Context: an optimization exercise on an open-source flow, tuned for small area, a short achievable clock period and few clock cycles. The choices shown serve that exercise and are no tape-out recipe. Where RTL was checked, it was by simulation tests only, not by an equivalence proof against the original. Power is estimated from default activity; no workload was simulated.

## alpha
## batbot_codec
module batbot_codec (
    input  wire       clk,
    input  wire       rst,           
    input  wire       rx_valid,
    input  wire [7:0] rx_data,
    input  wire       rx_last,
    output wire       rx_ready,
    output wire       tx_valid,
    output wire [7:0] tx_data,
    output wire       tx_last,
    input  wire       tx_ready,
    input  wire [3:0] enc_a,
    input  wire [3:0] enc_b
);
For scale: roughly 2,400 cells after synthesis, roughly 500 flip-flops, roughly 32 I/O pins, ~27,000 µm² of cells after synthesis.
==> flow/config.mk <==
export PLATFORM = sky130hd
export DESIGN_NAME = batbot_codec
export DESIGN_NICKNAME = batbot_codec
export VERILOG_FILES = /design/flow/design.v
export SDC_FILE = /design/flow/constraint.sdc
export NUM_CORES = 4
export LEC_CHECK = 0
export CAP_MARGIN = 20
export CORE_MARGIN = 2
export CORE_UTILIZATION = 50
export CTS_BUF_LIST = sky130_fd_sc_hd__clkbuf_16
export CTS_CLUSTER_DIAMETER = 60
export CTS_CLUSTER_SIZE = 22
export PLACE_DENSITY = 0.65
export SLEW_MARGIN = 20
==> flow/constraint.sdc <==
create_clock -name core_clock -period 10.0 [get_ports {clk}]
set_input_delay 2.0000 -clock core_clock [delete_from_list [all_inputs] [get_ports {clk}]]
set_output_delay 2.0000 -clock core_clock [all_outputs]
set_load 0.01 [all_outputs]
standard.sh (not shown) runs the stock make flow with config.mk's settings and CLKGATE_MAP_FILE= SYNTH_SCRIPT=/design/flow/synth_recipe.tcl, a recipe that flattens the netlist after the stock synthesis.
==> flow/flow/run.sh <==
#!/bin/bash
# The standard layout, with two changes to how it is made:
#  - the port buffers are buf_4 cells
#  - repair_timing aims for more setup slack than the standard flow does
set -euo pipefail
bash standard.sh \
  "BUFFER_PORTS_ARGS=-buffer_cell sky130_fd_sc_hd__buf_4" \
  SETUP_SLACK_MARGIN=${MARGIN:-6.95} \
  finish > standard.log 2>&1
alpha | status: complete | timing, DRC, antenna: pass
Changes in beta relative to alpha:
--- a/flow/design.v
+++ b/flow/design.v
@@ -64,16 +64,16 @@
     reg         op_bad;
     reg         np_ok;
     reg         is_echo;
     reg  [15:0] crc;
     reg         crc_hi_ok;
     reg  [7:0]    ring [0:RCAP-1];
     reg  [RB-1:0] wp, cp, rp;            
-    reg  [RB-1:0] rcnt;                  
-    reg  [RB-1:0] ccnt;                  
+    reg  [RB:0]   rcnt;                  
+    reg  [RB:0]   ccnt;                  
     wire          ring_full = (rcnt == RCAP);
     wire          rd_ring;
     reg  [1:0]  f_typ [0:FDEP-1];
     reg  [9:0]  f_inf [0:FDEP-1];
     reg  [FB:0] f_cnt;
     wire        f_full = (f_cnt == FDEP);
     wire        f_has  = (f_cnt != 0);
@@ -140,21 +140,21 @@
     wire        in_last_n = take ? rx_last : in_last;
     wire        f_full_n  = f_full | ((f_cnt == FDEP - 1) & push);
     wire        hold_n    = in_v_n & in_last_n & f_full_n;
     wire        r_full_n  = ring_full | ((rcnt == RCAP - 1) & wr_ring);
     wire        echo_pn   = consume ? ((pos == 3'd4) ? (in_d == 8'd0) : (pos == 3'd5) & is_echo & (cnt_n >= 5'd3))
                                     : (pos == 3'd5) & is_echo & (cnt >= 5'd3);
     wire        rblk_n    = echo_pn & r_full_n;
-    wire [RB-1:0] rcnt_p = rcnt + 1'b1;
-    wire [RB-1:0] rcnt_m = rcnt - 1'b1;
-    wire [RB-1:0] ccnt_m = ccnt - 1'b1;
-    wire [RB-1:0] rcnt_a = discard ? ccnt   : wr_ring ? rcnt_p : rcnt;
-    wire [RB-1:0] rcnt_r = discard ? ccnt_m : wr_ring ? rcnt   : rcnt_m;
-    wire [RB-1:0] ccnt_a = commit ? (wr_ring ? rcnt_p : rcnt) : ccnt;
-    wire [RB-1:0] ccnt_r = commit ? (wr_ring ? rcnt : rcnt_m) : ccnt_m;
+    wire [RB:0] rcnt_p = rcnt + 1'b1;
+    wire [RB:0] rcnt_m = rcnt - 1'b1;
+    wire [RB:0] ccnt_m = ccnt - 1'b1;
+    wire [RB:0] rcnt_a = discard ? ccnt   : wr_ring ? rcnt_p : rcnt;
+    wire [RB:0] rcnt_r = discard ? ccnt_m : wr_ring ? rcnt   : rcnt_m;
+    wire [RB:0] ccnt_a = commit ? (wr_ring ? rcnt_p : rcnt) : ccnt;
+    wire [RB:0] ccnt_r = commit ? (wr_ring ? rcnt : rcnt_m) : ccnt_m;
     always @(posedge clk) begin
         if (rst) begin
             in_v       <= 1'b0;
             rx_ready_r <= 1'b0;
             pos        <= 3'd0;
             bad        <= 1'b0;
             wp         <= 0;
@@ -236,16 +236,15 @@
         end
         if (!pop && push && f_cnt == FDEP - 1) begin
             f_typ[FDEP - 1] <= push_typ;
             f_inf[FDEP - 1] <= push_inf;
         end
     end
     reg         tx_valid_r;
-    reg  [7:0]  tx_data_r;       
-    reg  [7:0]  tx_hold;         
+    reg  [7:0]  tx_data_r;
     reg         tx_last_r;
     reg  [2:0]  tp;              
     reg  [4:0]  tleft;           
     reg  [15:0] tcrc;
     reg         tc_in;           
     reg         tc_first;        
     assign tx_valid = tx_valid_r;
@@ -258,15 +257,15 @@
     wire [7:0]  h_id   = (h_typ == T_ERR) ? h_inf[7:0] : {6'd0, h_inf[1:0]};
     wire [4:0]  h_len  = h_echo ? h_inf[6:2] : h_ang ? 5'd6 : 5'd5;
     wire        h_body = (tp == 3'd5);
     wire        h_crch = h_body && (tleft == 5'd2);
     wire        h_last = h_body && (tleft == 5'd1);
     wire        h_ring = h_echo && h_body && (tleft >= 5'd3);
     wire        h_wait;
-    wire [15:0] tcrc_nx = crc_update(tc_first ? 16'h0000 : tcrc, tx_hold);
+    wire [15:0] tcrc_nx = crc_update(tc_first ? 16'h0000 : tcrc, tx_data_r);
     reg         dbusy;
     reg  [1:0]  dph;             
     reg  [1:0]  did_r;
     reg  [2:0]  dcnt;
     reg         dneg;
     reg  [7:0]  drem;
     reg  [11:0] dq;
@@ -334,27 +333,25 @@
                 dq    <= {dq[9:0], qd};
                 dcnt  <= dcnt - 3'd1;
             end
             if (load && h_ang && h_body && (tleft == 5'd3))
                 dbusy <= 1'b0;
         end
     end
-    always @(posedge clk)
-        tx_data_r <= load ? tbyte : tx_hold;
     always @(posedge clk) begin
         if (rst) begin
             tx_valid_r <= 1'b0;
             tp         <= 3'd0;
             rp         <= 0;
             tc_in      <= 1'b0;
         end else begin
             if (adv)
                 tx_valid_r <= can;
             if (load) begin
-                tx_hold   <= tbyte;
+                tx_data_r <= tbyte;
                 tx_last_r <= h_last;
                 tc_in     <= ((tp >= 3'd2) && (tp <= 3'd4)) || (h_body && (tleft >= 5'd3));
                 tc_first  <= (tp == 3'd2);
                 if (tc_in)
                     tcrc <= tcrc_nx;
                 if (tp == 3'd4)
                     tleft <= h_len - 5'd2;
Notes after the runs:
beta against alpha: fraction of area in multi-input gates comparable; total clock network power went up. Per the comparison of beta with alpha, area taken by flip-flops and latches shows a reduction of about 1%; worst setup slack decreased by 9.3 ps relative to the old numbers. Changes observed in beta relative to alpha: leakage power of the design +3.3%, multi-input logic cell count now sits higher, die width grew by 0.72%, count of unique library cells instantiated by Yosys saw an increase, mean post-synth cell area went up about 1%. Against alpha, beta reports a number of standard cells in the final layout excluding fillers that is higher. When the final numbers for beta and alpha were put side by side, the die area turned out to be greater in beta. Between alpha and beta, number of resized instances in the post-cts repair step increased.
Testbench counts of beta, summed over its fixed seeds: cycles 17,791.
Function not checked in alpha: the RTL went through the layout flow alone.

==> separate check: timing with driven ports <==
In the flow no input, the clock included, has a driving cell. The finished layouts below were timed again as built, in two steps. Step 1 sets driving cells, clkbuf_16 on the clock port and buf_2 on the other inputs (assumed; they add their load-dependent delay and slew). Step 2 adds t to the input delays and takes it off the output delays; t is the mean of the earliest and latest rising clock arrival at the registers after step 1. Input paths then give back, and output paths get back, about the clock's delay inside the block. Slacks: ideal / step 1 / step 2; pairs: ideal / step 1.
run | t, ns | slack for setup (ns) | worst data-port slew with drivers (ns)
alpha | 0.629 | 6.815 / 6.815 / 6.420 | 0.05
beta | 0.641 | 6.806 / 6.751 / 6.310 | 0.07
After both steps setup and hold are still met in every run listed. The setup slack of beta, which loses most, moves by -0.055 ns with the drivers and by -0.496 ns with both steps.
